From an optimization exercise on the open Yosys and OpenROAD flow, aimed at small area; shortcuts taken in it are not production practice.
At most, simulation tests tie the RTL to the original design; equivalence was not proved.
For run 4, only the layout was checked, not whether the RTL still works.
Power is estimated from default activity; no workload was simulated.

<file path="flow/flow/run.sh">
#!/bin/bash
# The standard layout (standard.sh) with these changes:
# - synthesis maps the combinational logic with an area-oriented ABC script,
#   and leaves adders to ABC instead of mapping them to adder cells first;
# - buffers left by synthesis are removed before the ports are buffered;
# - every port is buffered by the smallest buffer;
# - a clock tree of small buffers without dummy loads.
# Each tool's log is in orfs/logs/; make's output is in standard.log.
set -euo pipefail
here=$PWD
export AREA_ABC_SCRIPT=$here/flow/area.abc
export ADDER_MAP_FILE=
export BUFFER_PORTS_ARGS="-outputs -buffer_cell sky130_fd_sc_hd__buf_1"
export CTS_ARGS="-sink_clustering_enable -repair_clock_nets -dont_use_dummy_load -buf_list sky130_fd_sc_hd__clkbuf_4 -sink_clustering_size 10 -sink_clustering_max_diameter 40"
export PRE_GLOBAL_PLACE_TCL=$here/flow/pre_gpl.tcl
sed "s#SYNTH_SCRIPT=[^ ]*#SYNTH_SCRIPT=$here/flow/my_synth.tcl#" standard.sh > my_standard.sh
grep -q "SYNTH_SCRIPT=$here/flow/my_synth.tcl" my_standard.sh
bash my_standard.sh > standard.log 2>&1
</file>
<file path="flow/flow/area.abc">
strash
&get -n
&fraig -x
&put
scorr
dc2
strash
dch -f
dc2
&get -n
&dch -f
&nf -R 1000 -p -a -F 8 -A 4
&put
topo
stime -c
dnsize -c
</file>
<file path="flow/flow/my_synth.tcl">
# The standard flow's synthesis script (synth_recipe.tcl), with ABC's combinational
# mapping run from an area-oriented script (flow/area.abc). Registers are
# mapped before ABC runs, so they are the same as the standard synthesis's.
proc synth {args} { yosys synth -nofsm -noshare {*}$args }
proc abc {args} {
  set i [lsearch -exact $args -script]
  if {$i >= 0} {
    set args [lreplace $args [expr {$i+1}] [expr {$i+1}] $::env(AREA_ABC_SCRIPT)]
  }
  yosys abc {*}$args
}
source $::env(SCRIPTS_DIR)/synth.tcl
# left out here: clear keep_hierarchy, flatten, clean up, hide names made inside functions, write 1_2_yosys.v
</file>
<file path="flow/flow/pre_gpl.tcl">
remove_buffers
buffer_ports -inputs -buffer_cell sky130_fd_sc_hd__buf_2
</file>
<file path="flow/standard.sh">
#!/bin/bash
# synth_recipe.tcl (not shown) runs the flow's synth.tcl, then flattens the netlist and writes it again
# the make line also repeats each setting of config.mk as NAME=value (left out here)
make -C /OpenROAD-flow-scripts/flow DESIGN_CONFIG=/design/flow/config.mk WORK_HOME=/design/flow/orfs CLKGATE_MAP_FILE= SYNTH_SCRIPT=/design/flow/synth_recipe.tcl "${@:-finish}"
</file>
<file path="flow/config.mk">
export PLATFORM = sky130hd
export DESIGN_NAME = ltc_rx
export DESIGN_NICKNAME = ltc_rx
export VERILOG_FILES = /design/flow/design.v
export SDC_FILE = /design/flow/constraint.sdc
export NUM_CORES = 4
export LEC_CHECK = 0
export CAP_MARGIN = 0
export CORE_MARGIN = 2
export CORE_UTILIZATION = 65
export GPL_TIMING_DRIVEN = 0
export PLACE_DENSITY = 0.75
export SLEW_MARGIN = 0
</file>
<file path="flow/constraint.sdc">
create_clock -name core_clock -period 5.0 [get_ports {clk}]
set_input_delay 1.0000 -clock core_clock [delete_from_list [all_inputs] [get_ports {clk}]]
set_output_delay 1.0000 -clock core_clock [all_outputs]
set_load 0.01 [all_outputs]
</file>
<file path="flow/design.v">
module ltc_crc16_byte (
    input  wire [15:0] crc_in,
    input  wire [7:0]  data,
    output reg  [15:0] crc_out
);
    integer i;
    reg [15:0] c;
    always @(*) begin
        c = crc_in ^ {data, 8'h00};
        for (i = 0; i < 8; i = i + 1) begin
            if (c[15])
                c = {c[14:0], 1'b0} ^ 16'h1021;
            else
                c = {c[14:0], 1'b0};
        end
        crc_out = c;
    end
endmodule
module ltc_sat_counter #(
    parameter W = 16
) (
    input  wire         clk,
    input  wire         rst,
    input  wire         inc,
    output reg  [W-1:0] count
);
    wire [W:0] carry;
    assign carry[0] = inc && !(&count);
    genvar i;
    generate
        for (i = 0; i < W; i = i + 1) begin : g_carry
            assign carry[i+1] = carry[i] & count[i];
        end
    endgenerate
    always @(posedge clk)
        count <= {W{!rst}} & (count ^ carry[W-1:0]);
endmodule
module ltc_rx (
    input  wire        clk,
    input  wire        rst,             
    input  wire        flush,           
    input  wire        in_valid,
    input  wire [7:0]  in_data,
    input  wire        in_last,         
    output reg         ev_valid,
    output wire [1:0]  ev_cmd,
    output wire [3:0]  ev_ch,
    output wire [1:0]  ev_pri,
    output wire [7:0]  ev_seq,
    output wire [8:0]  ev_len,
    output wire [31:0] ev_freq,
    output wire [7:0]  ev_tx_power,
    output wire [31:0] ev_tx_count,
    output wire [31:0] ev_rx_count,
    output wire [15:0] ev_crc_count,
    output wire [39:0] ev_ack_frame,
    output wire [15:0] st_frames_rx,
    output wire [15:0] st_crc_errors,
    output wire [15:0] st_framing_errors,
    output wire [15:0] st_acks_sent,
    output wire [15:0] st_rx_out_of_order,
    output wire [15:0] st_nacks_received
);
    localparam [1:0] CMD_DATA   = 2'd0;
    localparam [1:0] CMD_ACK    = 2'd1;
    localparam [1:0] CMD_NACK   = 2'd2;
    localparam [1:0] ACK_PRIORITY = 2'd1;    
    reg        in_seg;           
    reg        fresh;            
    reg [9:0]  cnt;              
    reg [15:0] crc;              
    reg [7:0]  hdr_packed;       
    reg [7:0]  hdr_seq;          
    reg [7:0]  pl [0:14];        
    wire byte_in = in_valid && !flush;
    wire is_sync = (in_data == 8'h00);
    wire seg_end   = byte_in && is_sync && in_seg;
    wire seg_grow  = byte_in && !is_sync && in_seg;
    wire len_ok    = !fresh && !cnt[9];
    wire crc_ok    = (crc == 16'h0000);
    wire frame_ok  = seg_end && len_ok && crc_ok;
    wire frame_bad = seg_end && !(len_ok && crc_ok);
    wire long_seg  = !fresh && !cnt[9] && (cnt[8] || cnt[7:0] >= 8'd251);
    wire overflow  = seg_grow && in_last && long_seg;
    wire [1:0] f_cmd = hdr_packed[1:0];
    wire [15:0] crc_next;
    ltc_crc16_byte u_crc (.crc_in(crc), .data(in_data), .crc_out(crc_next));
    wire [15:0] crc_sync;
    ltc_crc16_byte u_crc0 (.crc_in(16'hFFFF), .data(8'h00), .crc_out(crc_sync));
    wire cap = byte_in && !is_sync;
    wire clr = byte_in && is_sync;
    wire [8:0] plen = cnt[8:0];
    wire inc_freq = (plen < 9'd4);
    wire inc_txp  = (plen < 9'd5);
    wire inc_txc  = (plen < 9'd9);
    wire inc_rxc  = (plen < 9'd13);
    wire inc_crcc = (plen < 9'd15);
    reg  [14:0] pl_inc;
    always @(*) begin
        pl_inc[3:0]   = {4{inc_freq}};
        pl_inc[4]     = inc_txp;
        pl_inc[8:5]   = {4{inc_txc}};
        pl_inc[12:9]  = {4{inc_rxc}};
        pl_inc[14:13] = {2{inc_crcc}};
    end
    integer k;
    always @(posedge clk) begin
        if (rst || flush)
            in_seg <= 1'b0;
        else if (byte_in) begin
            if (is_sync)
                in_seg <= 1'b1;
            else if (overflow)
                in_seg <= 1'b0;
        end
        if (byte_in) begin
            fresh <= is_sync;
            crc   <= is_sync ? crc_sync : crc_next;
        end
        if (cap)
            cnt <= fresh ? -10'sd3 : cnt + 10'd1;
        if (cap && fresh)
            hdr_packed <= in_data;
        if (cap && !fresh && cnt == -10'sd3)
            hdr_seq <= in_data;
        for (k = 0; k < 15; k = k + 1)
            if ((cap && !fresh && cnt == k[9:0] - 10'd2) || (clr && pl_inc[k]))
                pl[k] <= in_data;
    end
    always @(posedge clk) begin
        if (rst)
            ev_valid <= 1'b0;
        else
            ev_valid <= frame_ok;
    end
    assign ev_cmd = f_cmd;
    assign ev_ch  = hdr_packed[7:4];
    assign ev_pri = hdr_packed[3:2];
    assign ev_seq = hdr_seq;
    assign ev_len = cnt[8:0];
    assign ev_freq      = {pl[0], pl[1], pl[2], pl[3]};
    assign ev_tx_power  = pl[4];
    assign ev_tx_count  = {pl[5], pl[6], pl[7], pl[8]};
    assign ev_rx_count  = {pl[9], pl[10], pl[11], pl[12]};
    assign ev_crc_count = {pl[13], pl[14]};
    wire [7:0]  ack_packed = {hdr_packed[7:4], ACK_PRIORITY, CMD_ACK};
    wire [15:0] ack_c1, ack_c2;
    ltc_crc16_byte u_ack1 (.crc_in(crc_sync), .data(ack_packed), .crc_out(ack_c1));
    ltc_crc16_byte u_ack2 (.crc_in(ack_c1),   .data(hdr_seq),    .crc_out(ack_c2));
    assign ev_ack_frame = {8'h00, ack_packed, hdr_seq, ack_c2};
    reg bad_q, ovf_q;
    always @(posedge clk) begin
        bad_q <= frame_bad && !rst;
        ovf_q <= overflow && !rst;
    end
    wire [15:0] st_data_frames;
    ltc_sat_counter #(.W(16)) u_frames_rx (
        .clk(clk), .rst(rst), .inc(ev_valid), .count(st_frames_rx));
    ltc_sat_counter #(.W(16)) u_crc_errors (
        .clk(clk), .rst(rst), .inc(bad_q), .count(st_crc_errors));
    ltc_sat_counter #(.W(16)) u_framing_errors (
        .clk(clk), .rst(rst), .inc(ovf_q), .count(st_framing_errors));
    ltc_sat_counter #(.W(16)) u_data_frames (
        .clk(clk), .rst(rst), .inc(ev_valid && f_cmd == CMD_DATA), .count(st_data_frames));
    ltc_sat_counter #(.W(16)) u_nacks_received (
        .clk(clk), .rst(rst), .inc(ev_valid && f_cmd == CMD_NACK), .count(st_nacks_received));
    assign st_acks_sent       = st_data_frames;
    assign st_rx_out_of_order = st_data_frames;
endmodule
</file>
==> run summary, run 1 <==
CTS:
- TritonCTS built the clock tree.
- The clock insertion delay at the later pin of the skew report is 0.66 ns.
- The clock-pin transition on the worst setup and hold timing paths is 0.10 ns.
- Clock tree synthesis inserted a total of 30 buffers.
- CTS built an H-tree with a depth of 1.
- The clock passes through at most 3 buffers.
- After clock tree synthesis, the flow added hold-fix buffers numbering 0.
- Buffers added to address setup during post-CTS repair amount to 0.
- Clock tree synthesis found a total of 247 sinks.
- Once the clock tree was built, the resizer swapped 0 gates to a different size.
- CTS placed an instance of clkbuf_4 at the clock tree root.

Die:
- The floorplan step defined a die boundary enclosing 15,200 µm².
- The floorplan die width is 123.3 µm.
- For this configuration, the core starts out at a cell density of 0.6665.
- Measured along the y axis, the die boundary spans 123.3 µm.
- The core region is 13,880 µm².
- The number of I/O pins is 295.
- The standard-cell row count is 43.

Synth:
- The count of warnings emitted by yosys is 4.
- In this run, synthesis produced a sequential element count of 247.
- Summing every instance area after synthesis gives 9251 µm².
- Counting instances in the post-synthesis netlist gives the leading cell types as edfxtp_1 (163), dfxtp_1 (84), a21oi_1 (68), nor3_1 (50), buf_4 (49).
- Averaged over all synthesized cells, the footprint is 13.35 µm².
- The cell with the most instances after synthesis is edfxtp_1.
- The number of enable-type register cells in the synthesized netlist is 163.
- Among all flip-flop cells after synthesis, the most frequent one is edfxtp_1.
- The complex-gate fraction of the synthesized area was 0.07966.
- The dominant combinational cell family by area after synthesis is simple AND/OR/NAND/NOR gates.
- Of the synthesized area, sequential elements account for 0.7108.
- The parity-gate share of the synthesized area counting xor and xnor cells is 0.03976.
- In the post-synthesis netlist, the biggest area contributors are edfxtp_1 (53%), dfxtp_1 (18%), buf_4 (4.0%).
- Of the total synthesized cell area, the portion taken by full adders, half adders and majority gates is 0.
- The number of cells produced by synthesis is 693.
- Of the post-synthesis cell area, the dominant cell type holds 0.5291.
- Measured against the total synthesized area, the mux share comes to 0.
- The synthesized netlist contains 35 unique library cells.
- Of the total synthesized cell area, the portion taken by AND, OR, NAND and NOR gates is 0.1283.
- The synthesized design spends more area on one cell type than any other, namely edfxtp_1.
- For this run, asynchronously set or reset flops after synthesis account for 0.

Pwr:
- The analysis attributes to net switching a power of 0.6990 mW.
- Of the total power, combinational logic draws 0.049.
- The power density of the placed cells is 307.9 nW/µm².
- Of the total power, the share spent switching nets is 0.2167.
- The cell-internal power is 2.527 mW.
- The clock network power share is 0.263.
- Across the VDD grid, the largest voltage drop is 0.2465 mV.
- The analysis attributes to cell leakage a power of 3.503 nW.
- Of the total power, registers draw 0.689.

Run:
- The tool flagged a number of max-cap violations equal to 0.

Place:
- The HPWL after detailed placement is 15,150 µm.
- The worst slack at placement is 0.7818 ns.
- At the end of routability-driven placement, the weighted congestion stood at 0.8666.
- The count of input and output buffers is 282.

GRT:
- The initial antenna violation count is 1.
- The total congestion overflow is 0.
- The via count of the first global-routing pass is 5,879.
- The maximum number of pins on one net before global-route repair is 85.
- The first global-routing pass estimated 31,370 µm of wire.
- The overall track demand over capacity in global routing is 0.2729.

Detailed routing:
- The routed wire length per instance is 18.72 µm.
- The residual antenna-violating net count after detailed routing is 0.
- The total iterations of the first detailed-routing run is 5.
- The total length of routed wires is 21,490 µm.
- The detailed router put a total of 8190 µm of wire on met1.
- After detailed routing, the number of remaining DRC violations is 0.
- In this run, the number of DRC markers left after iteration 0 of detailed routing was 598.
- The detailed route wirelength on metal2 is 11,130 µm.
- The total via count after detailed routing is 6,540.
- The via density per instance is 5.697.
- The highest layer used for signal routing is met4.
- Wire segments on met3 add up to 1623 µm in the final route.

Finish:
- For this run, the share of the core covered by cells in the final layout is 0.7549.
- The number of fill cells is 999.
- The final layout contains 982 nets.
- The proportion of layout cells with a drive suffix above 1 is 0.04860.
- The area added between synthesis and finish is 13.27%.

Worst setup path:
- At the worst endpoint, the arrival time is 3.79 ns.
- The startpoint type of the worst setup path is a primary input.
- In this run the worst path has a maximum fanout of 19.
- The type of the setup path with the least slack is in2reg.
- The required time at the worst-slack endpoint is 5.27 ns.
- The worst setup path is captured at a flip-flop.

Timing:
- Setup violations remaining at the end of the flow were counted as 0.
- At the pin with the least slew margin, the transition time is 1.344 ns.
- The clock arrives with 0.03455 ns of skew.
- The final setup TNS is 0 ns.
- The max-slew violation total from the final report was 0.
- Headroom to the max-slew limit came out at 0.09427.
- Setup repair after global routing left no endpoint under its margin.
- Of the available clock period, the critical path in the final layout requires 0.7045.
- The count of endpoints failing hold in the final timing report is 0.
- The final critical-path setup slack is 1.477 ns.
- Timing would allow up to 283.9 MHz.
- For the finished layout, the period the worst path requires is 3.523 ns.

Outcome:
- The flow ran to the end and the layout has no timing, DRC or antenna violations.

Hold path:
- In this run the worst hold path is classified as reg2reg.
==> cell usage in the layout (no fill, tap or decap), drive strengths merged, types with 2 or more instances in the layout <==
master | netlist | final
buf | 49 | 283
edfxtp | 163 | 163
dfxtp | 84 | 84
a21oi | 68 | 68
nor3 | 50 | 50
nor2 | 48 | 48
and3 | 31 | 31
clkbuf | 0 | 30
xnor2 | 22 | 22
o21ai | 22 | 22
xor2 | 20 | 20
nand2 | 19 | 19
o21bai | 19 | 19
nand4 | 18 | 18
conb | 2 | 12
and2 | 11 | 11
o21a | 11 | 11
nor4 | 11 | 11
nand3 | 7 | 7
nand2b | 5 | 5
or4 | 4 | 4
nor2b | 4 | 4
nor3b | 3 | 3
or3 | 3 | 3
clkinv | 2 | 2
nor4b | 2 | 2
a211oi | 2 | 2
nor4bb | 2 | 2
nand3b | 2 | 2
or3b | 2 | 2
o31ai | 2 | 2
==> final timing paths <==
kind / slack [ns] / end / cells past startpoint / startpoint
worst min-delay path: 0.48 / u_framing_errors.count[0] / 2 / ovf_q
worst max-delay path: 1.48 / pl[2][7] / 8 / in_data[5]
worst max register to register: 1.61 / u_crc_errors.count[15] / 12 / u_crc_errors.count[3]
worst min register to register: 0.48 / u_framing_errors.count[0] / 2 / ovf_q
==> cell families after synthesis <==
family                    count (synthesis)
other                                     2
AOI/OAI and AO/OA                       128
xor gates and xnor gates                 42
DFF                                     247
buffers and inverters                    51
and+or+nand+nor                         223
==> critical path, stage by stage <==
cell      delay (ns)
buf_2           0.25
nor4_1          0.33
nand2_1         0.23
clkinv_1        0.28
nand2_1         0.17
nor3_1          0.50
or3b_1          0.50
o21ai_1         0.52
==> cell type report <==
class / count / area, µm² / share of cell area
Clock buffer: 30 / 225.2 / 0.02149
Multi-Input combinational cell: 405 / 2359 / 0.2251
Tap cell: 180 / 225.2 / 0.02149
Sequential cell: 247 / 6576 / 0.6276
Antenna cell: 1 / 2.502 / 0.0002388
Inverter: 2 / 7.507 / 0.0007164
Timing Repair Buffer: 283 / 1084 / 0.1034
==> power groups by stage <==
stage	sequential, mW	clock, mW	combinational, mW
CTS	2.22	0.867	0.157
global route	2.22	0.952	0.177
floorplan	2.26	0	0.101
global placement	2.27	0	0.151
detailed placement	2.27	0	0.156
finish	2.22	0.848	0.157
==> layer usage <==
metal  up-vias  global-route usage
li1       3086                   -
met2       296              0.4677
met5         -                   0
met3        40             0.04659
met4         0              0.1016
met1      3118              0.3513
==> metrics by stage <==
step	total power, mW	hold slack, ns	instances	cell area (µm²)
floorplan	2.364	0.4494	703	9289
detailed placement	2.424	0.4685	1117	10240
global route	3.354	0.5181	1148	10480
CTS	3.245	0.4835	1147	10460
finish	3.226	0.4803	1148	10480
global placement	2.417	0.4640	1116	10220
==> flip-flops by register name, summed over array words and instances, names as in the netlist <==
signal and count:
crc 16, fresh 1, u_crc_errors.count 16, ovf_q 1, hdr_seq 8, u_data_frames.count 16, hdr_packed 8, u_framing_errors.count 16
u_frames_rx.count 16, in_seg 1, cnt 10, u_nacks_received.count 16, ev_valid 1, pl 120, bad_q 1
==> run 2, diff against run 1 <==
==> flow/flow/pre_gpl.tcl (replaced) <==
remove_buffers
buffer_ports -inputs -buffer_cell sky130_fd_sc_hd__buf_4
==> run 2 against run 1 <==
Net effect:
- critical path type unchanged
- global-route usage rose by 0.73 points
- synthesized cell count did not move
- worst setup slack got worse by 0.013 ns
- critical path depth fell by 2
- cell count rose by 0.44%
- cell area rose by 0.55%
- largest power group unchanged
- sequential power barely moved
==> run summary, run 2 <==
CTS:
- The TritonCTS clock tree is built (unchanged).
- The clock-pin transition on the worst setup and hold timing paths is 0.09 ns (was 0.10 ns).
- The total CTS buffers is 34 (was 30).
- The buffer count from post-CTS setup fixing is 0 (unchanged).
- The clock sink count is 247 (unchanged).
- The cell chosen for the clock root is clkbuf_4 (unchanged).
- The maximum clock insertion buffer count is 3 (unchanged).
- The clock insertion delay at the later pin of the skew report came to 0.61 ns (was 0.66 ns).
- The number of gates resized after CTS is 0 (unchanged).
- The number of levels in the clock H-tree is 2 (was 1).
- The count of hold buffers inserted by post-cts repair came to 0 (unchanged).

GRT:
- The maximum number of pins on one net before global-route repair is 85 (unchanged).
- The via count of the first global-routing pass came to 5,959 (was 5,879).
- The initial antenna violation count is 1 (unchanged).
- The overall track demand over capacity in global routing is 0.2802 (was 0.2729).
- The global-route wire length before repair is 31,790 µm (was 31,370 µm).
- The total congestion overflow is 0 (unchanged).

Timing:
- Setup repair after global routing missed its margin: no (unchanged).
- The final critical path time including I/O delays and setup is 3.536 ns (was 3.523 ns).
- The final worst hold slack is 0.4663 ns (was 0.4803 ns).
- The count of final setup violators is 0 (unchanged).
- The portion of the clock cycle consumed by the worst path in the final layout is 0.7072 (was 0.7045).
- The transition time of the tightest slew-check pin was 1.341 ns (was 1.344 ns).
- The final setup TNS came to 0 ns (unchanged).
- The highest clock frequency the design can meet is 282.8 MHz (was 283.9 MHz).
- The count of endpoints failing hold in the final timing report is 0 (unchanged).
- The max-slew violation total from the final report is 0 (unchanged).
- The remaining max-slew budget at the tightest pin is 0.09635 (was 0.09427).
- The clock skew came to 0.05668 ns (was 0.03455 ns).

Die:
- The number of I/O pins came to 295 (unchanged).
- The floorplan die height was 123.3 µm (unchanged).
- The standard-cell row count is 43 (unchanged).
- The placeable core region is 13,880 µm² (unchanged).
- The floorplan die width is 123.3 µm (unchanged).
- The overall die area came to 15,200 µm² (unchanged).
- The initial standard-cell utilization of the core is 0.6665 (unchanged).

Synth:
- Top cells by area in the synthesized netlist: edfxtp_1 (53%), dfxtp_1 (18%), buf_4 (4.0%) (unchanged).
- The most common flop cell mapped by yosys is edfxtp_1 (unchanged).
- The number of library cell types mapped by synthesis was 35 (unchanged).
- The parity-gate share of the synthesized area counting xor and xnor cells is 0.03976 (unchanged).
- The sequential element share of the synthesized area is 0.7108 (unchanged).
- The number of cells produced by synthesis is 693 (unchanged).
- The cell type contributing the most total cell area after synthesis was edfxtp_1 (unchanged).
- The count of warnings emitted by yosys is 4 (unchanged).
- The fraction of registers with async set or reset after synthesis is 0 (unchanged).
- The proportion of netlist area held by the largest area contributor was 0.5291 (unchanged).
- The dominant combinational cell family by area after synthesis is simple AND/OR/NAND/NOR gates (unchanged).
- The synthesized-area fraction occupied by and/or/nand/nor cells was 0.1283 (unchanged).
- Most frequent cells after synthesis: edfxtp_1 (163), dfxtp_1 (84), a21oi_1 (68), nor3_1 (50), buf_4 (49) (unchanged).
- The cell with the most instances after synthesis is edfxtp_1 (unchanged).
- The flip-flop and latch count after synthesis was 247 (unchanged).
- The complex-gate fraction of the synthesized area is 0.07966 (unchanged).
- The number of enable-type register cells in the synthesized netlist was 163 (unchanged).
- The area of the mapped netlist is 9251 µm² (unchanged).
- The proportion of synthesized area in mux cells is 0 (unchanged).
- The mean area per synthesized cell came to 13.35 µm² (unchanged).
- The adder-cell share of the synthesized area is 0 (unchanged).

Worst setup path:
- The required time at the worst-slack endpoint is 5.21 ns (was 5.27 ns).
- The path depth of the worst reg2reg path is 4 (was 12).
- The endpoint arrival time on the critical path is 3.74 ns (was 3.79 ns).
- The type of the setup path with the least slack is in2reg (unchanged).
- Critical path, cell by cell: buf_4, nor2b_2, nand2_1, nor2_1, nand3b_1, o21ai_0 (was buf_2, nor4_1, nand2_1, clkinv_1, nand2_1, nor3_1, or3b_1, o21ai_1).
- The register-to-register path setup slack is 1.64 ns (was 1.61 ns).
- The maximum fanout along the worst path is 20 (was 19).
- The slowest cell on the critical path was o21ai_0 (was o21ai_1).
- The kind of end point of the critical path is a flip-flop (unchanged).
- The startpoint type of the worst setup path was a primary input (unchanged).
- The startpoint of the most critical register-to-register path is cnt[6] (was u_crc_errors.count[3]).
- The highest cell delay on the worst timing path was 1.08 ns (was 0.52 ns).
- The worst flop-to-flop path endpoint is pl[9][3] (was u_crc_errors.count[15]).

Place:
- The post-detailed-placement half-perimeter wirelength is 15,380 µm (was 15,150 µm).
- The count of input and output buffers is 282 (unchanged).
- The final weighted congestion of routability-driven global placement is 0.8759 (was 0.8666).

Pwr:
- The clock network power share was 0.276 (was 0.263).
- The logic gate share of total power is 0.050 (was 0.049).
- The switching portion of total power came to 0.2202 (was 0.2167).
- The power density of the placed cells is 312.8 nW/µm² (was 307.9 nW/µm²).
- The highest ir drop seen on vdd was 0.2289 mV (was 0.2465 mV).
- The cell-internal power is 2.570 mW (was 2.527 mW).
- The static leakage is 3.535 nW (was 3.503 nW).
- The switching power total is 0.7258 mW (was 0.6990 mW).
- The share of power burned in registers is 0.674 (was 0.689).

Finish:
- The leading cell type in the layout, fill and taps excluded is buf_1 (unchanged).
- The proportion of layout cells with a drive suffix above 1 came to 0.05247 (was 0.04860).
- The net count reported at finish is 987 (was 982).
- The final core utilization is 0.7591 (was 0.7549).
- The area added between synthesis and finish came to 13.89% (was 13.27%).
- The number of flip-flops under the largest register name is 120 (unchanged).
- The top register by number of flip-flops is pl (unchanged).
- Commonest cells after routing, fill and taps aside: buf_1 (270), edfxtp_1 (163), dfxtp_1 (84), a21oi_1 (68), nor3_1 (50) (unchanged).

Hold path:
- The hold path startpoint is bad_q (was ovf_q).
- The number of stages on the worst hold path came to 2 (unchanged).
- The end of the worst hold path is u_crc_errors.count[0] (was u_framing_errors.count[0]).
- The type of the tightest min-delay check is reg2reg (unchanged).

Detailed routing:
- The total length of routed wires came to 22,060 µm (was 21,490 µm).
- The residual antenna-violating net count after detailed routing is 0 (unchanged).
- The post-detailed-route DRC marker count is 0 (unchanged).
- The violation count after the first detailed-route iteration came to 572 (was 598).
- The via density per instance is 5.771 (was 5.697).
- The total iterations of the first detailed-routing run is 5 (unchanged).
- The routed wire length per instance is 19.14 µm (was 18.72 µm).
- The total via count after detailed routing is 6,654 (was 6,540).

Outcome:
- Status: finished clean (unchanged).

Run:
- The number of violations of the max-capacitance limit is 0 (unchanged).
[run 2: logic make-up after synthesis]
kind of cell,after synthesis
flip-flops,247
AND/OR/NAND/NOR,223
AO/OA/AOI/OAI,128
buffers and inverters,51
XOR/XNOR,42
other,2
[run 2: critical path: cells and delay by family]
family | cells | cell delay, ns
AO/OA/AOI/OAI | 1 | 1.08
buffers and inverters | 1 | 0.12
AND/OR/NAND/NOR | 4 | 1.53
[run 2: through the flow]
| stage | cell area, µm² | worst slack, ns | instances | total power, mW |
|---|---|---|---|---|
| 2_1_floorplan | 9289 | 1.151 | 703 | 2.364 |
| 3_3_place_gp | 10250 | 0.09041 | 1116 | 2.420 |
| 3_5_place_dp | 10270 | 0.6862 | 1117 | 2.429 |
| 6_report | 10540 | 1.464 | 1153 | 3.296 |
| 4_1_cts | 10520 | 1.323 | 1151 | 3.319 |
| 5_1_grt | 10540 | 1.174 | 1153 | 3.414 |
[run 2: final cells by class]
type / instances / area (µm²)
flip-flops and latches: 247 / 6576
multi-input cells: 405 / 2354
inverters: 2 / 7.507
clock buffers: 34 / 255.2
repair buffers: 284 / 1116
well taps: 180 / 225.2
diodes: 1 / 2.502
fillers: 996 / 3344
[run 2: how the worst max path moves through the flow]
| stage | startpoint | endpoint | slack, ns |
|---|---|---|---|
| finish | flush | pl[12][3] | 1.46 |
| CTS | flush | pl[0][1] | 1.32 |
| detailed placement | flush | pl[0][3] | 0.69 |
| global placement | flush | hdr_seq[7] | 0.09 |
| floorplan | in_valid | hdr_seq[0] | 1.15 |
| global route | flush | pl[12][3] | 1.17 |
[run 2: per-layer routing]
| layer | track usage | routed length (µm) | up-vias |
|---|---|---|---|
| li1 | - | - | 3092 |
| met1 | 0.3472 | 8373 | 3248 |
| met2 | 0.4691 | 11240 | 269 |
| met3 | 0.06642 | 1751 | 45 |
| met4 | 0.1286 | 697 | 0 |
| met5 | 0 | 0 | - |
[run 2: power groups by stage]
stage          registers [mW]  clock network, mW  logic (mW)
2_1_floorplan            2.26                  0       0.101
3_3_place_gp             2.27                  0       0.154
3_5_place_dp             2.27                  0       0.161
4_1_cts                  2.22              0.936       0.162
5_1_grt                  2.22               1.01       0.180
6_report                 2.22              0.911       0.164
==> run 3, diff against run 2 <==
--- a/flow/flow/run.sh
+++ b/flow/flow/run.sh
@@ -3,7 +3,8 @@
 # - synthesis maps the combinational logic with an area-oriented ABC script,
 #   and leaves adders to ABC instead of mapping them to adder cells first;
 # - buffers left by synthesis are removed before the ports are buffered;
-# - every port is buffered by the smallest buffer;
+# - every output port is buffered by the smallest buffer, every input port
+#   by a buf_2 (flow/pre_gpl.tcl);
 # - a clock tree of small buffers without dummy loads.
 # Each tool's log is in orfs/logs/; make's output is in standard.log.
 set -euo pipefail
==> flow/flow/pre_gpl.tcl (replaced) <==
remove_buffers
buffer_ports -inputs -buffer_cell sky130_fd_sc_hd__buf_2
==> run 3 against run 2 <==
Net effect:
- non-clock buffer count fell by 1
- critical endpoint is now pl[2][7]
- wire length fell by 2.6%
- largest power group unchanged
- sequential cell count did not move
- highest routed layer unchanged
- register-to-register slack got worse by 0.03 ns
- still clean
- critical path depth rose by 2
- synthesized cell count did not move
==> run summary, run 3 <==
Outcome:
- Status: finished clean (unchanged).

Worst setup path:
- The most numerous cell type found on the critical path is nand2_1.
- The highest cell delay on the worst timing path came to 0.52 ns (was 1.08 ns).
- The kind of end point of the critical path is a flip-flop (unchanged).
- The startpoint type of the worst setup path was a primary input (unchanged).
- The register-to-register path setup slack came to 1.61 ns (was 1.64 ns).
- The endpoint arrival time on the critical path is 3.79 ns (was 3.74 ns).
- Critical path, cell by cell: buf_2, nor4_1, nand2_1, clkinv_1, nand2_1, nor3_1, or3b_1, o21ai_1 (was buf_4, nor2b_2, nand2_1, nor2_1, nand3b_1, o21ai_0).
- The slowest cell on the critical path is o21ai_1 (was o21ai_0).
- The startpoint of the most critical register-to-register path is u_crc_errors.count[3] (was cnt[6]).
- The type of the setup path with the least slack is in2reg (unchanged).
- The path depth of the worst reg2reg path is 12 (was 4).
- The maximum fanout along the worst path is 19 (was 20).
- The required time at the worst-slack endpoint is 5.27 ns (was 5.21 ns).
- The worst flop-to-flop path endpoint was u_crc_errors.count[15] (was pl[9][3]).

Finish:
- The net count reported at finish is 982 (was 987).
- Commonest cells after routing, fill and taps aside: buf_1 (270), edfxtp_1 (163), dfxtp_1 (84), a21oi_1 (68), nor3_1 (50) (unchanged).
- The top register by number of flip-flops is pl (unchanged).
- The leading cell type in the layout, fill and taps excluded is buf_1 (unchanged).
- The proportion of layout cells with a drive suffix above 1 came to 0.04860 (was 0.05247).
- The area added between synthesis and finish was 13.27% (was 13.89%).
- The number of flip-flops under the largest register name is 120 (unchanged).
- The number of fill cells is 999 (was 996).

Detailed routing:
- The highest layer used for signal routing is met4 (unchanged).
- The detailed-route wire length on metal 1 came to 8190 µm (was 8373 µm).
- The post-detailed-route DRC marker count is 0 (unchanged).
- The via density per instance is 5.697 (was 5.771).
- The total iterations of the first detailed-routing run came to 5 (unchanged).
- The routed wire length per instance is 18.72 µm (was 19.14 µm).
- The total length of routed wires is 21,490 µm (was 22,060 µm).
- The detailed route wirelength on metal2 is 11,130 µm (was 11,240 µm).
- The residual antenna-violating net count after detailed routing came to 0 (unchanged).
- The total via count after detailed routing was 6,540 (was 6,654).
- The total length of routed met3 wires is 1623 µm (was 1751 µm).
- The violation count after the first detailed-route iteration came to 598 (was 572).

Die:
- The initial standard-cell utilization of the core came to 0.6665 (unchanged).
- The floorplan die height is 123.3 µm (unchanged).
- The overall die area is 15,200 µm² (unchanged).
- The standard-cell row count is 43 (unchanged).
- The floorplan die width is 123.3 µm (unchanged).
- The number of I/O pins is 295 (unchanged).
- The placeable core region is 13,880 µm² (unchanged).

Hold path:
- The number of stages on the worst hold path is 2 (unchanged).
- The hold path startpoint is ovf_q (was bad_q).
- The type of the tightest min-delay check is reg2reg (unchanged).
- The end of the worst hold path was u_framing_errors.count[0] (was u_crc_errors.count[0]).

Synth:
- The count of warnings emitted by yosys is 4 (unchanged).
- The proportion of netlist area held by the largest area contributor is 0.5291 (unchanged).
- The number of cells produced by synthesis is 693 (unchanged).
- The sequential element share of the synthesized area is 0.7108 (unchanged).
- Top cells by area in the synthesized netlist: edfxtp_1 (53%), dfxtp_1 (18%), buf_4 (4.0%) (unchanged).
- The number of enable-type register cells in the synthesized netlist is 163 (unchanged).
- Most frequent cells after synthesis: edfxtp_1 (163), dfxtp_1 (84), a21oi_1 (68), nor3_1 (50), buf_4 (49) (unchanged).
- The flip-flop and latch count after synthesis was 247 (unchanged).
- The mean area per synthesized cell is 13.35 µm² (unchanged).
- The number of library cell types mapped by synthesis is 35 (unchanged).
- The fraction of registers with async set or reset after synthesis came to 0 (unchanged).
- The area of the mapped netlist is 9251 µm² (unchanged).
- The cell type contributing the most total cell area after synthesis is edfxtp_1 (unchanged).
- The most common flop cell mapped by yosys is edfxtp_1 (unchanged).
- The cell with the most instances after synthesis is edfxtp_1 (unchanged).

Place:
- The post-detailed-placement half-perimeter wirelength is 15,150 µm (was 15,380 µm).
- The final weighted congestion of routability-driven global placement is 0.8666 (was 0.8759).
- The count of input and output buffers is 282 (unchanged).

CTS:
- The number of gates resized after CTS is 0 (unchanged).
- The cell chosen for the clock root is clkbuf_4 (unchanged).
- The count of hold buffers inserted by post-cts repair is 0 (unchanged).
- The TritonCTS clock tree is built (unchanged).
- The maximum clock insertion buffer count is 3 (unchanged).
- The clock insertion delay at the later pin of the skew report is 0.66 ns (was 0.61 ns).
- The total CTS buffers is 30 (was 34).
- The clock-pin transition on the worst setup and hold timing paths is 0.10 ns (was 0.09 ns).
- The buffer count from post-CTS setup fixing is 0 (unchanged).
- The clock sink count was 247 (unchanged).
- The number of levels in the clock H-tree came to 1 (was 2).

Pwr:
- The highest ir drop seen on vdd is 0.2465 mV (was 0.2289 mV).
- The total power came to 3.226 mW (was 3.296 mW).
- The power density of the placed cells was 307.9 nW/µm² (was 312.8 nW/µm²).
- The static leakage is 3.503 nW (was 3.535 nW).

Run:
- The number of violations of the max-capacitance limit was 0 (unchanged).

Timing:
- The count of final setup violators came to 0 (unchanged).
- Setup repair after global routing missed its margin: no (unchanged).
- The final critical path time including I/O delays and setup came to 3.523 ns (was 3.536 ns).
- The portion of the clock cycle consumed by the worst path in the final layout is 0.7045 (was 0.7072).
- The remaining max-slew budget at the tightest pin is 0.09427 (was 0.09635).
- The final setup TNS came to 0 ns (unchanged).
- The max-slew violation total from the final report is 0 (unchanged).
- The transition time of the tightest slew-check pin is 1.344 ns (was 1.341 ns).
- The count of endpoints failing hold in the final timing report came to 0 (unchanged).
- The clock skew was 0.03455 ns (was 0.05668 ns).
- The highest clock frequency the design can meet is 283.9 MHz (was 282.8 MHz).

GRT:
- The total congestion overflow is 0 (unchanged).
- The initial antenna violation count was 1 (unchanged).
- The via count of the first global-routing pass is 5,879 (was 5,959).
- The global-route wire length before repair is 31,370 µm (was 31,790 µm).
- The overall track demand over capacity in global routing is 0.2729 (was 0.2802).
- The maximum number of pins on one net before global-route repair is 85 (unchanged).
==> run 3: cell counts after synthesis <==
No cell type changed its count.
==> run 3: how the worst max path moves through the flow <==
stage	from	to	slack [ns]	cells after the start
CTS	flush	pl[0][3]	1.45	6
global route	in_data[5]	pl[2][6]	1.30	8
detailed placement	flush	pl[0][3]	0.78	6
global placement	flush	hdr_seq[0]	0.12	5
finish	in_data[5]	pl[2][7]	1.48	8
floorplan	in_valid	hdr_seq[0]	1.15	4
==> run 3: stage by stage <==
stage / hold WS (ns) / instance area (µm²) / setup WS (ns) / utilization / instances
3_5_place_dp: 0.4685 / 10240 / 0.7818 / 0.7374 / 1117
5_1_grt: 0.5181 / 10480 / 1.296 / 0.7549 / 1148
6_report: 0.4803 / 10480 / 1.477 / 0.7549 / 1148
2_1_floorplan: 0.4494 / 9289 / 1.151 / - / 703
3_3_place_gp: 0.4640 / 10220 / 0.1234 / 0.7363 / 1116
4_1_cts: 0.4835 / 10460 / 1.447 / 0.7537 / 1147
==> run 3: cell type report <==
type                    count  area [µm²]  area share
well taps                 180       225.2     0.02149
flip-flops and latches    247        6576      0.6276
multi-input cells         405        2359      0.2251
repair buffers            283        1084      0.1034
inverters                   2       7.507   0.0007164
diodes                      1       2.502   0.0002388
clock buffers              30       225.2     0.02149
==> run 3: cell families after synthesis <==
group / after synthesis / share of synthesized area
other cells: 2 / 0.0008118
buf+inv: 51 / 0.04057
simple gates: 223 / 0.1283
flops: 247 / 0.7108
xor+xnor: 42 / 0.03976
compound gates: 128 / 0.07966
==> run 3: critical path, delay by kind of cell <==
kind,cells,cell delay (ns)
AOI/OAI and AO/OA,1,0.52
and+or+nand+nor,5,1.73
buffers and inverters,2,0.53
==> run 3: report_power, final <==
part	internal, mW	switching, mW	leakage (nW)	total [mW]
Clock	0.275	0.573	0.138	0.848
Combinational	0.0502	0.106	1.23	0.157
Sequential	2.20	0.0198	2.14	2.22
Total	2.53	0.699	3.50	3.23
==> run 3: layer usage <==
layer / vias to the layer above / track usage
li1: 3086 / -
met1: 3118 / 0.3513
met2: 296 / 0.4677
met3: 40 / 0.04659
met4: 0 / 0.1016
met5: - / 0
==> run 4, diff against run 3 <==
--- a/flow/design.v
+++ b/flow/design.v
@@ -148,18 +148,13 @@
     ltc_crc16_byte u_ack1 (.crc_in(crc_sync), .data(ack_packed), .crc_out(ack_c1));
     ltc_crc16_byte u_ack2 (.crc_in(ack_c1),   .data(hdr_seq),    .crc_out(ack_c2));
     assign ev_ack_frame = {8'h00, ack_packed, hdr_seq, ack_c2};
-    reg bad_q, ovf_q;
-    always @(posedge clk) begin
-        bad_q <= frame_bad && !rst;
-        ovf_q <= overflow && !rst;
-    end
     wire [15:0] st_data_frames;
     ltc_sat_counter #(.W(16)) u_frames_rx (
         .clk(clk), .rst(rst), .inc(ev_valid), .count(st_frames_rx));
     ltc_sat_counter #(.W(16)) u_crc_errors (
-        .clk(clk), .rst(rst), .inc(bad_q), .count(st_crc_errors));
+        .clk(clk), .rst(rst), .inc(frame_bad), .count(st_crc_errors));
     ltc_sat_counter #(.W(16)) u_framing_errors (
-        .clk(clk), .rst(rst), .inc(ovf_q), .count(st_framing_errors));
+        .clk(clk), .rst(rst), .inc(overflow), .count(st_framing_errors));
     ltc_sat_counter #(.W(16)) u_data_frames (
         .clk(clk), .rst(rst), .inc(ev_valid && f_cmd == CMD_DATA), .count(st_data_frames));
     ltc_sat_counter #(.W(16)) u_nacks_received (
==> run 4 against run 3 <==
Net effect:
- clock power up 5.4%
- clock skew up 0.015 ns
- worst hold slack better by 0.026 ns
- critical path depth up 7
==> run summary, run 4 <==
Worst setup path:
- The required time at the worst-slack endpoint was 5.39 ns (was 5.27 ns).
- The kind of end point of the critical path is a flip-flop (unchanged).
- The type of the setup path with the least slack is in2reg (unchanged).
- The endpoint arrival time on the critical path is 4.89 ns (was 3.79 ns).
- The maximum fanout along the worst path was 19 (unchanged).
- The register-to-register path setup slack is 1.52 ns (was 1.61 ns).
- The startpoint type of the worst setup path is a primary input (unchanged).

Place:
- The final weighted congestion of routability-driven global placement is 0.8460 (was 0.8666).
- The post-detailed-placement cell area is 10,220 µm² (was 10,240 µm²).
- The post-detailed-placement half-perimeter wirelength came to 15,010 µm (was 15,150 µm).
- The count of input and output buffers came to 282 (unchanged).
- The worst slack at placement was -0.4740 ns (was 0.7818 ns).
- The count of placed standard cells including taps is 1,119 (was 1,117).

CTS:
- The clock insertion delay at the later pin of the skew report is 0.59 ns (was 0.66 ns).
- The clock sink count is 245 (was 247).
- The cell chosen for the clock root is clkbuf_4 (unchanged).
- The count of hold buffers inserted by post-cts repair is 0 (unchanged).
- The clock-pin transition on the worst setup and hold timing paths is 0.09 ns (was 0.10 ns).
- The total CTS buffers is 34 (was 30).
- The TritonCTS clock tree is built (unchanged).
- The maximum clock insertion buffer count is 3 (unchanged).
- The number of levels in the clock H-tree is 2 (was 1).

Detailed routing:
- The violation count after the first detailed-route iteration came to 498 (was 598).
- The total length of routed wires is 21,190 µm (was 21,490 µm).
- The total via count after detailed routing is 6,622 (was 6,540).
- The total iterations of the first detailed-routing run is 6 (was 5).
- The via density per instance was 5.738 (was 5.697).
- The residual antenna-violating net count after detailed routing came to 0 (unchanged).
- The routed wire length per instance was 18.37 µm (was 18.72 µm).
- The post-detailed-route DRC marker count is 0 (unchanged).

Finish:
- The leading cell type in the layout, fill and taps excluded is buf_1 (unchanged).
- The net count reported at finish is 988 (was 982).
- The non-filler instance count after layout is 1,154 (was 1,148).
- Commonest cells after routing, fill and taps aside: buf_1 (270), edfxtp_1 (163), dfxtp_1 (82), a21oi_1 (66) (was buf_1 (270), edfxtp_1 (163), dfxtp_1 (84), a21oi_1 (68), nor3_1 (50)).
- The area added between synthesis and finish was 13.36% (was 13.27%).
- The proportion of layout cells with a drive suffix above 1 is 0.04830 (was 0.04860).
- The top register by number of flip-flops is pl (unchanged).
- The number of flip-flops under the largest register name is 120 (unchanged).
- The final standard cell area without fillers is 10,490 µm² (was 10,480 µm²).
- The final core utilization is 0.7557 (was 0.7549).

Synth:
- The area of the mapped netlist was 9254 µm² (was 9251 µm²).
- The number of library cell types mapped by synthesis was 39 (was 35).
- The number of enable-type register cells in the synthesized netlist is 163 (unchanged).
- The count of warnings emitted by yosys is 4 (unchanged).
- The cell with the most instances after synthesis is edfxtp_1 (unchanged).
- Top cells by area in the synthesized netlist: edfxtp_1 (53%), dfxtp_1 (18%), buf_4 (4.0%) (unchanged).
- The fraction of registers with async set or reset after synthesis is 0 (unchanged).
- The mean area per synthesized cell is 13.30 µm² (was 13.35 µm²).
- The proportion of netlist area held by the largest area contributor is 0.5289 (was 0.5291).
- The sequential element share of the synthesized area was 0.7063 (was 0.7108).
- The number of cells produced by synthesis is 696 (was 693).
- Most frequent cells after synthesis: edfxtp_1 (163), dfxtp_1 (82), a21oi_1 (66), nor2_1 (51), nor3_1 (51) (was edfxtp_1 (163), dfxtp_1 (84), a21oi_1 (68), nor3_1 (50), buf_4 (49)).
- The flip-flop and latch count after synthesis came to 245 (was 247).
- The most common flop cell mapped by yosys is edfxtp_1 (unchanged).
- The cell type contributing the most total cell area after synthesis is edfxtp_1 (unchanged).

GRT:
- The overall track demand over capacity in global routing is 0.2757 (was 0.2729).
- The maximum number of pins on one net before global-route repair is 83 (was 85).
- The total congestion overflow is 0 (unchanged).
- The initial antenna violation count was 1 (unchanged).
- The via count of the first global-routing pass is 6,133 (was 5,879).
- The global-route wire length before repair is 31,720 µm (was 31,370 µm).

Outcome:
- Status: finished clean (unchanged).

Pwr:
- The highest ir drop seen on vdd is 0.1974 mV (was 0.2465 mV).
- The total power is 3.245 mW (was 3.226 mW).
- The power density of the placed cells is 309.3 nW/µm² (was 307.9 nW/µm²).
- The static leakage is 3.479 nW (was 3.503 nW).

Timing:
- The final critical path time including I/O delays and setup came to 4.495 ns (was 3.523 ns).
- The transition time of the tightest slew-check pin is 1.325 ns (was 1.344 ns).
- The remaining max-slew budget at the tightest pin came to 0.1140 (was 0.09427).
- The count of final setup violators is 0 (unchanged).
- The clock skew is 0.04970 ns (was 0.03455 ns).
- The portion of the clock cycle consumed by the worst path in the final layout was 0.8990 (was 0.7045).
- The final setup TNS is 0 ns (unchanged).
- The final worst hold slack is 0.5066 ns (was 0.4803 ns).
- The max-slew violation total from the final report was 0 (unchanged).
- Setup repair after global routing missed its margin: no (unchanged).
- The highest clock frequency the design can meet was 222.5 MHz (was 283.9 MHz).
- The count of endpoints failing hold in the final timing report came to 0 (unchanged).
- The final critical-path setup slack is 0.5049 ns (was 1.477 ns).

Die:
- The placeable core region is 13,880 µm² (unchanged).
- The floorplan die width is 123.3 µm (about the same).
- The overall die area is 15,210 µm² (was 15,200 µm²).
- The initial standard-cell utilization of the core is 0.6667 (was 0.6665).
- The number of I/O pins is 295 (unchanged).
- The floorplan die height is 123.3 µm (about the same).
- The standard-cell row count is 43 (unchanged).

Hold path:
- The type of the tightest min-delay check is reg2reg (unchanged).

Run:
- The number of violations of the max-capacitance limit is 0 (unchanged).
==> run 4: metal layers <==
metal / global-route usage / vias up / wire [µm]
met4: 0.1051 / 0 / 660
met3: 0.05858 / 55 / 1552
met2: 0.4811 / 311 / 10980
met5: 0 / - / 0
li1: - / 3109 / -
met1: 0.3379 / 3147 / 7995
==> run 4: final cells by class <==
| type | instances | area [µm²] |
|---|---|---|
| Sequential cell | 245 | 6536 |
| Fill cell | 959 | 3391 |
| Multi-Input combinational cell | 409 | 2384 |
| Timing Repair Buffer | 282 | 1076 |
| Clock buffer | 34 | 255.2 |
| Tap cell | 180 | 225.2 |
| Inverter | 3 | 11.26 |
| Antenna cell | 1 | 2.502 |
==> run 4: worst paths after layout <==
path,start,end,depth (start not counted)
worst min-delay path,u_framing_errors.count[15],u_framing_errors.count[15],2
worst min register to register,u_framing_errors.count[15],u_framing_errors.count[15],2
worst max-delay path,in_data[0],u_framing_errors.count[14],15
worst max register to register,u_nacks_received.count[13],u_nacks_received.count[15],14
==> run 4: worst max-delay path: stages <==
cell and delay (ns):
buf_2 0.37, nor4_1 0.11, nand2_1 0.23, and2_1 0.48, nor3b_1 0.44, o2111ai_1 0.26, nor2_1 0.21, and2_0 0.22
and3_1 0.22, and2_0 0.25, and3_1 0.28, and3_1 0.28, and3b_1 0.28, and3_1 0.20, nor3_1 0.05
==> run 4: power by group <==
group	internal (mW)	total, mW	switching, mW
Sequential	2.18	2.20	0.0176
Combinational	0.0467	0.150	0.103
Clock	0.315	0.894	0.578
==> run 4: kinds of logic after synthesis <==
group	Yosys count	share of synthesized area
AOI/OAI and AO/OA	127	0.07923
DFF	245	0.7063
and+or+nand+nor	229	0.1339
other	2	0.0008116
xor gates and xnor gates	41	0.03881
buffers and inverters	52	0.04097
==> run 4: what timing repair did <==
| action | in CTS | in global routing |
|---|---|---|
| setup endpoints to repair | 0 | 6 |
| setup buffers | 0 | 0 |
| gates resized for setup | 0 | 2 |
==> run 5, diff against run 4 <==
--- a/flow/design.v
+++ b/flow/design.v
@@ -67,7 +67,7 @@
     localparam [1:0] ACK_PRIORITY = 2'd1;    
     reg        in_seg;           
     reg        fresh;            
-    reg [9:0]  cnt;              
+    reg [8:0]  cnt;              
     reg [15:0] crc;              
     reg [7:0]  hdr_packed;       
     reg [7:0]  hdr_seq;          
@@ -76,11 +76,12 @@
     wire is_sync = (in_data == 8'h00);
     wire seg_end   = byte_in && is_sync && in_seg;
     wire seg_grow  = byte_in && !is_sync && in_seg;
-    wire len_ok    = !fresh && !cnt[9];
+    wire short_seg = (cnt[8:2] == 7'h7F);    
+    wire len_ok    = !fresh && !short_seg;
     wire crc_ok    = (crc == 16'h0000);
     wire frame_ok  = seg_end && len_ok && crc_ok;
     wire frame_bad = seg_end && !(len_ok && crc_ok);
-    wire long_seg  = !fresh && !cnt[9] && (cnt[8] || cnt[7:0] >= 8'd251);
+    wire long_seg  = !fresh && !short_seg && (cnt[8] || cnt[7:0] >= 8'd251);
     wire overflow  = seg_grow && in_last && long_seg;
     wire [1:0] f_cmd = hdr_packed[1:0];
     wire [15:0] crc_next;
@@ -118,13 +119,13 @@
             crc   <= is_sync ? crc_sync : crc_next;
         end
         if (cap)
-            cnt <= fresh ? -10'sd3 : cnt + 10'd1;
+            cnt <= fresh ? 9'h1FD : cnt + 9'd1;
         if (cap && fresh)
             hdr_packed <= in_data;
-        if (cap && !fresh && cnt == -10'sd3)
+        if (cap && !fresh && cnt == 9'h1FD)
             hdr_seq <= in_data;
         for (k = 0; k < 15; k = k + 1)
-            if ((cap && !fresh && cnt == k[9:0] - 10'd2) || (clr && pl_inc[k]))
+            if ((cap && !fresh && cnt == k[8:0] - 9'd2) || (clr && pl_inc[k]))
                 pl[k] <= in_data;
     end
     always @(posedge clk) begin
@@ -148,13 +149,18 @@
     ltc_crc16_byte u_ack1 (.crc_in(crc_sync), .data(ack_packed), .crc_out(ack_c1));
     ltc_crc16_byte u_ack2 (.crc_in(ack_c1),   .data(hdr_seq),    .crc_out(ack_c2));
     assign ev_ack_frame = {8'h00, ack_packed, hdr_seq, ack_c2};
+    reg bad_q, ovf_q;
+    always @(posedge clk) begin
+        bad_q <= frame_bad && !rst;
+        ovf_q <= overflow && !rst;
+    end
     wire [15:0] st_data_frames;
     ltc_sat_counter #(.W(16)) u_frames_rx (
         .clk(clk), .rst(rst), .inc(ev_valid), .count(st_frames_rx));
     ltc_sat_counter #(.W(16)) u_crc_errors (
-        .clk(clk), .rst(rst), .inc(frame_bad), .count(st_crc_errors));
+        .clk(clk), .rst(rst), .inc(bad_q), .count(st_crc_errors));
     ltc_sat_counter #(.W(16)) u_framing_errors (
-        .clk(clk), .rst(rst), .inc(overflow), .count(st_framing_errors));
+        .clk(clk), .rst(rst), .inc(ovf_q), .count(st_framing_errors));
     ltc_sat_counter #(.W(16)) u_data_frames (
         .clk(clk), .rst(rst), .inc(ev_valid && f_cmd == CMD_DATA), .count(st_data_frames));
     ltc_sat_counter #(.W(16)) u_nacks_received (
--- a/flow/flow/run.sh
+++ b/flow/flow/run.sh
@@ -13,6 +13,7 @@
 export ADDER_MAP_FILE=
 export BUFFER_PORTS_ARGS="-outputs -buffer_cell sky130_fd_sc_hd__buf_1"
 export CTS_ARGS="-sink_clustering_enable -repair_clock_nets -dont_use_dummy_load -buf_list sky130_fd_sc_hd__clkbuf_4 -sink_clustering_size 10 -sink_clustering_max_diameter 40"
+export SKIP_REPAIR_TIE_FANOUT=1
 export PRE_GLOBAL_PLACE_TCL=$here/flow/pre_gpl.tcl
 sed "s#SYNTH_SCRIPT=[^ ]*#SYNTH_SCRIPT=$here/flow/my_synth.tcl#" standard.sh > my_standard.sh
 grep -q "SYNTH_SCRIPT=$here/flow/my_synth.tcl" my_standard.sh
==> run 5 against run 4 <==
Net effect:
- still clean
- clock skew decreased by 0.0038 ns
- cell area is 0.76% lower
- worst setup slack improved by 1.2 ns
- register-to-register slack better by 0.14 ns
- critical path depth shrank 2
- via count grew 0.45%
- cell count fell by 1.2%
- synthesized area shrank 0.89%
- total power shrank 0.93%
- die area down 0.86%
- sequential cell count grew 1
- synthesized cell count fell by 1.1%
- critical path type is now reg2reg
- largest cell class unchanged
==> run summary, run 5 <==
Detailed routing:
- The via density per instance is 5.835 (was 5.738).
- The total via count after detailed routing is 6,652 (was 6,622).
- The post-detailed-route DRC marker count was 0 (unchanged).
- The total iterations of the first detailed-routing run came to 5 (was 6).
- The violation count after the first detailed-route iteration is 638 (was 498).
- The residual antenna-violating net count after detailed routing is 0 (unchanged).
- The total length of routed wires came to 21,950 µm (was 21,190 µm).
- The routed wire length per instance is 19.25 µm (was 18.37 µm).

Timing:
- The max-slew violation total from the final report is 0 (unchanged).
- The final worst hold slack is 0.5132 ns (was 0.5066 ns).
- The count of endpoints failing hold in the final timing report is 0 (unchanged).
- The clock skew was 0.04585 ns (was 0.04970 ns).
- Setup repair after global routing missed its margin: no (unchanged).
- The final critical path time including I/O delays and setup is 3.339 ns (was 4.495 ns).
- The remaining max-slew budget at the tightest pin is 0.1595 (was 0.1140).
- The portion of the clock cycle consumed by the worst path in the final layout is 0.6678 (was 0.8990).
- The count of final setup violators is 0 (unchanged).
- The highest clock frequency the design can meet was 299.5 MHz (was 222.5 MHz).
- The transition time of the tightest slew-check pin was 1.248 ns (was 1.325 ns).
- The final setup TNS is 0 ns (unchanged).

Finish:
- The number of fill cells came to 963 (was 959).
- The area added between synthesis and finish is 13.51% (was 13.36%).
- The final standard cell area without fillers is 10,410 µm² (was 10,490 µm²).
- The area taken by flip-flops and latches is 6546 µm² (was 6536 µm²).
- The top register by number of flip-flops was pl (unchanged).
- The leading cell type in the layout, fill and taps excluded is buf_1 (unchanged).
- The proportion of layout cells with a drive suffix above 1 was 0.04688 (was 0.04830).
- The number of diodes is 0 (was 1).
- The final core utilization is 0.7529 (was 0.7557).
- The net count reported at finish is 975 (was 988).
- The total area of multi-input combinational cells is 2322 µm² (was 2384 µm²).
- The number of flip-flops under the largest register name is 120 (unchanged).
- Commonest cells after routing, fill and taps aside: buf_1 (270), edfxtp_1 (162), dfxtp_1 (84), a21oi_1 (59), nor2_1 (56) (was buf_1 (270), edfxtp_1 (163), dfxtp_1 (82), a21oi_1 (66)).

Synth:
- The mean area per synthesized cell came to 13.33 µm² (was 13.30 µm²).
- The number of library cell types mapped by synthesis is 37 (was 39).
- The area of the mapped netlist was 9171 µm² (was 9254 µm²).
- The cell with the most instances after synthesis was edfxtp_1 (unchanged).
- Top cells by area in the synthesized netlist: edfxtp_1 (53%), dfxtp_1 (18%), buf_4 (3.3%) (was edfxtp_1 (53%), dfxtp_1 (18%), buf_4 (4.0%)).
- The number of enable-type register cells in the synthesized netlist is 162 (was 163).
- The sequential element share of the synthesized area came to 0.7138 (was 0.7063).
- The cell type contributing the most total cell area after synthesis is edfxtp_1 (unchanged).
- The most common flop cell mapped by yosys is edfxtp_1 (unchanged).
- The count of warnings emitted by yosys is 4 (unchanged).
- The flip-flop and latch count after synthesis is 246 (was 245).
- Most frequent cells after synthesis: edfxtp_1 (162), dfxtp_1 (84), a21oi_1 (59), nor2_1 (56), nor3_1 (54) (was edfxtp_1 (163), dfxtp_1 (82), a21oi_1 (66), nor2_1 (51), nor3_1 (51)).
- The fraction of registers with async set or reset after synthesis is 0 (unchanged).
- The proportion of netlist area held by the largest area contributor is 0.5304 (was 0.5289).
- The number of cells produced by synthesis came to 688 (was 696).

Hold path:
- The hold path startpoint is u_framing_errors.count[14] (was u_framing_errors.count[15]).
- The type of the tightest min-delay check is reg2reg (unchanged).
- The end of the worst hold path is u_framing_errors.count[14] (was u_framing_errors.count[15]).
- The number of stages on the worst hold path is 1 (was 2).

Die:
- The standard-cell row count is 43 (unchanged).
- The overall die area is 15,080 µm² (was 15,210 µm²).
- The floorplan die width is 122.8 µm (was 123.3 µm).
- The initial standard-cell utilization of the core was 0.6633 (was 0.6667).
- The floorplan die height is 122.8 µm (was 123.3 µm).
- The number of I/O pins is 295 (unchanged).
- The placeable core region is 13,830 µm² (was 13,880 µm²).

Worst setup path:
- The worst flop-to-flop path endpoint is u_nacks_received.count[15] (unchanged).
- The required time at the worst-slack endpoint is 5.52 ns (was 5.39 ns).
- The count of buffering cells on the critical path with inverters included is 0 (was 1).
- The launch point of the worst path is u_nacks_received.count[9] (was in_data[0]).
- The type of the setup path with the least slack was reg2reg (was in2reg).
- The kind of end point of the critical path is a flip-flop (unchanged).
- The maximum fanout along the worst path is 6 (was 19).
- Critical path, cell by cell: nand4_1, nor4_1, nor3_1, and3_1, and2_0, and3_1, and2_0, and3_1, and2_0, and3_1, and3_1, a31oi_1, nor2_1 (was buf_2, nor4_1, nand2_1, and2_1, nor3b_1, o2111ai_1, nor2_1, and2_0, and3_1, and2_0, and3_1, and3_1, and3b_1, and3_1, nor3_1).
- The highest cell delay on the worst timing path came to 0.44 ns (was 0.48 ns).
- The endpoint arrival time on the critical path is 3.86 ns (was 4.89 ns).
- The critical path's most frequent cell is and3_1 (unchanged).
- The register-to-register path setup slack is 1.66 ns (was 1.52 ns).
- The startpoint of the most critical register-to-register path is u_nacks_received.count[9] (was u_nacks_received.count[13]).
- The family with the most delay on the worst path is simple AND/OR/NAND/NOR gates (unchanged).
- The startpoint type of the worst setup path is a flip-flop (was primary input).
- The slowest cell on the critical path is dfxtp_1 (was and2_1).
- The path depth of the worst reg2reg path is 13 (was 14).

Place:
- The final weighted congestion of routability-driven global placement is 0.9097 (was 0.8460).
- The count of input and output buffers is 282 (unchanged).
- The post-detailed-placement cell area is 10,170 µm² (was 10,220 µm²).
- The post-detailed-placement half-perimeter wirelength came to 15,460 µm (was 15,010 µm).

GRT:
- The initial antenna violation count was 0 (was 1).
- The total congestion overflow is 0 (unchanged).
- The via count of the first global-routing pass is 6,016 (was 6,133).
- The overall track demand over capacity in global routing came to 0.2764 (was 0.2757).
- The maximum number of pins on one net before global-route repair was 84 (was 83).
- The global-route wire length before repair was 32,150 µm (was 31,720 µm).

CTS:
- The number of levels in the clock H-tree is 1 (was 2).
- The cell chosen for the clock root is clkbuf_4 (unchanged).
- The count of hold buffers inserted by post-cts repair is 0 (unchanged).
- The buffer count from post-CTS setup fixing is 0 (unchanged).
- The clock sink count is 246 (was 245).
- The clock-pin transition on the worst setup and hold timing paths was 0.10 ns (was 0.09 ns).
- The maximum clock insertion buffer count is 3 (unchanged).
- The clock insertion delay at the later pin of the skew report is 0.66 ns (was 0.59 ns).
- The number of gates resized after CTS is 0 (unchanged).
- The total CTS buffers is 30 (was 34).
- The TritonCTS clock tree is built (unchanged).

Pwr:
- The power density of the placed cells is 308.8 nW/µm² (was 309.3 nW/µm²).
- The switching portion of total power is 0.2182 (was 0.2154).
- The total power is 3.215 mW (was 3.245 mW).
- The switching power total was 0.7014 mW (was 0.6989 mW).
- The cell-internal power came to 2.513 mW (was 2.546 mW).
- The highest ir drop seen on vdd is 0.2481 mV (was 0.1974 mV).
- The clock network power share came to 0.264 (was 0.275).
- The share of power burned in registers is 0.687 (was 0.678).
- The static leakage is 3.406 nW (was 3.479 nW).
- The logic gate share of total power is 0.048 (was 0.046).

Run:
- The number of violations of the max-capacitance limit was 0 (unchanged).

Outcome:
- Status: finished clean (unchanged).
-- run 5: cell types whose count changed after synthesis, sizes merged, moves of 5 or more --
cell	previous run	this run
a21oi	66	59
and3	30	20
nor2	51	56
buf	49	40
nand2	8	18
o21a	11	6
-- run 5: logic make-up (layout without fill, tap and decap cells) --
kind of cell / Yosys count / in the layout / synth area share
AO/OA/AOI/OAI: 120 / 120 / 0.07722
XOR/XNOR: 41 / 41 / 0.03915
buffers and inverters: 44 / 316 / 0.03438
flip-flops: 246 / 246 / 0.7138
other: 2 / 2 / 0.0008189
AND/OR/NAND/NOR: 235 / 235 / 0.1347
-- run 5: worst max path at each step --
stage | slack, ns | to | depth (start not counted)
after floorplan | 1.41 | pl[11][0] | 5
after global placement | 0.56 | pl[2][5] | 6
after detailed placement | 0.91 | pl[5][0] | 6
after CTS | 1.56 | pl[2][2] | 6
after global routing | 1.43 | u_nacks_received.count[15] | 13
final | 1.66 | u_nacks_received.count[15] | 13
-- run 5: stage by stage --
stage          setup slack (ns)  cells
5_1_grt                   1.433   1140
6_report                  1.661   1140
4_1_cts                   1.556   1140
3_3_place_gp             0.5629   1110
3_5_place_dp             0.9056   1110
2_1_floorplan             1.408    688
-- run 5: power by group through the flow --
stage / combinational (mW) / clock (mW) / sequential [mW]
CTS: 0.154 / 0.866 / 2.21
floorplan: 0.0939 / 0 / 2.25
global placement: 0.147 / 0 / 2.25
detailed placement: 0.153 / 0 / 2.26
global route: 0.172 / 0.936 / 2.21
finish: 0.155 / 0.850 / 2.21
-- run 5: worst reg2reg max path, cell delays in order, from the launching register on --
cell and delay (ns):
dfxtp_1 0.44, nand4_1 0.12, nor4_1 0.36, nor3_1 0.12, and3_1 0.23, and2_0 0.22, and3_1 0.24, and2_0 0.22
and3_1 0.23, and2_0 0.23, and3_1 0.26, and3_1 0.26, a31oi_1 0.21, nor2_1 0.06
-- run 5: cell type report --
type / count / share of cell area
Sequential cell: 246 / 0.6288
Multi-Input combinational cell: 398 / 0.2231
Timing Repair Buffer: 282 / 0.1034
Clock buffer: 30 / 0.02163
Tap cell: 180 / 0.02163
Inverter: 4 / 0.001442
-- run 5: metal layers --
layer | wire [µm] | GRT usage | part of all wire | vias up
met2 | 10990 | 0.4686 | 0.50 | 311
met5 | 0 | 0 | 0 | -
met1 | 8594 | 0.3672 | 0.39 | 3223
li1 | - | - | - | 3080
met4 | 447 | 0.07328 | 0.020 | 0
met3 | 1909 | 0.05530 | 0.087 | 38

## static timing again, ports no longer ideal
The results above use ideal ports. As a check the final layouts listed here were re-extracted and re-timed, cells and wires unchanged.
Step 1 assumes that a clkbuf_16 drives the clock port and a buf_2 every other input.
Step 2 also shifts input and output timing later by t, the mid clock arrival at the registers, as if the neighbouring blocks saw the same clock.
Slacks: no drivers / after step 1 / after step 2; pairs: no drivers / after step 1.
run | shift t [ns] | setup slack, ns | worst register clock-pin slew, ns | worst slew at a driven data input, ns
run 1 | 0.685 | 1.477 / 1.493 / 0.807 | 0.11 / 0.11 | 0.04
run 2 | 0.623 | 1.464 / 1.482 / 0.858 | 0.11 / 0.11 | 0.05
run 3 | 0.685 | 1.477 / 1.493 / 0.807 | 0.11 / 0.11 | 0.04
run 4 | 0.613 | 0.505 / 0.515 / -0.097 | 0.10 / 0.10 | 0.04
run 5 | 0.659 | 1.661 / 1.661 / 1.036 | 0.11 / 0.11 | 0.03
Met with ideal ports but missed after step 2: setup timing in run 4.
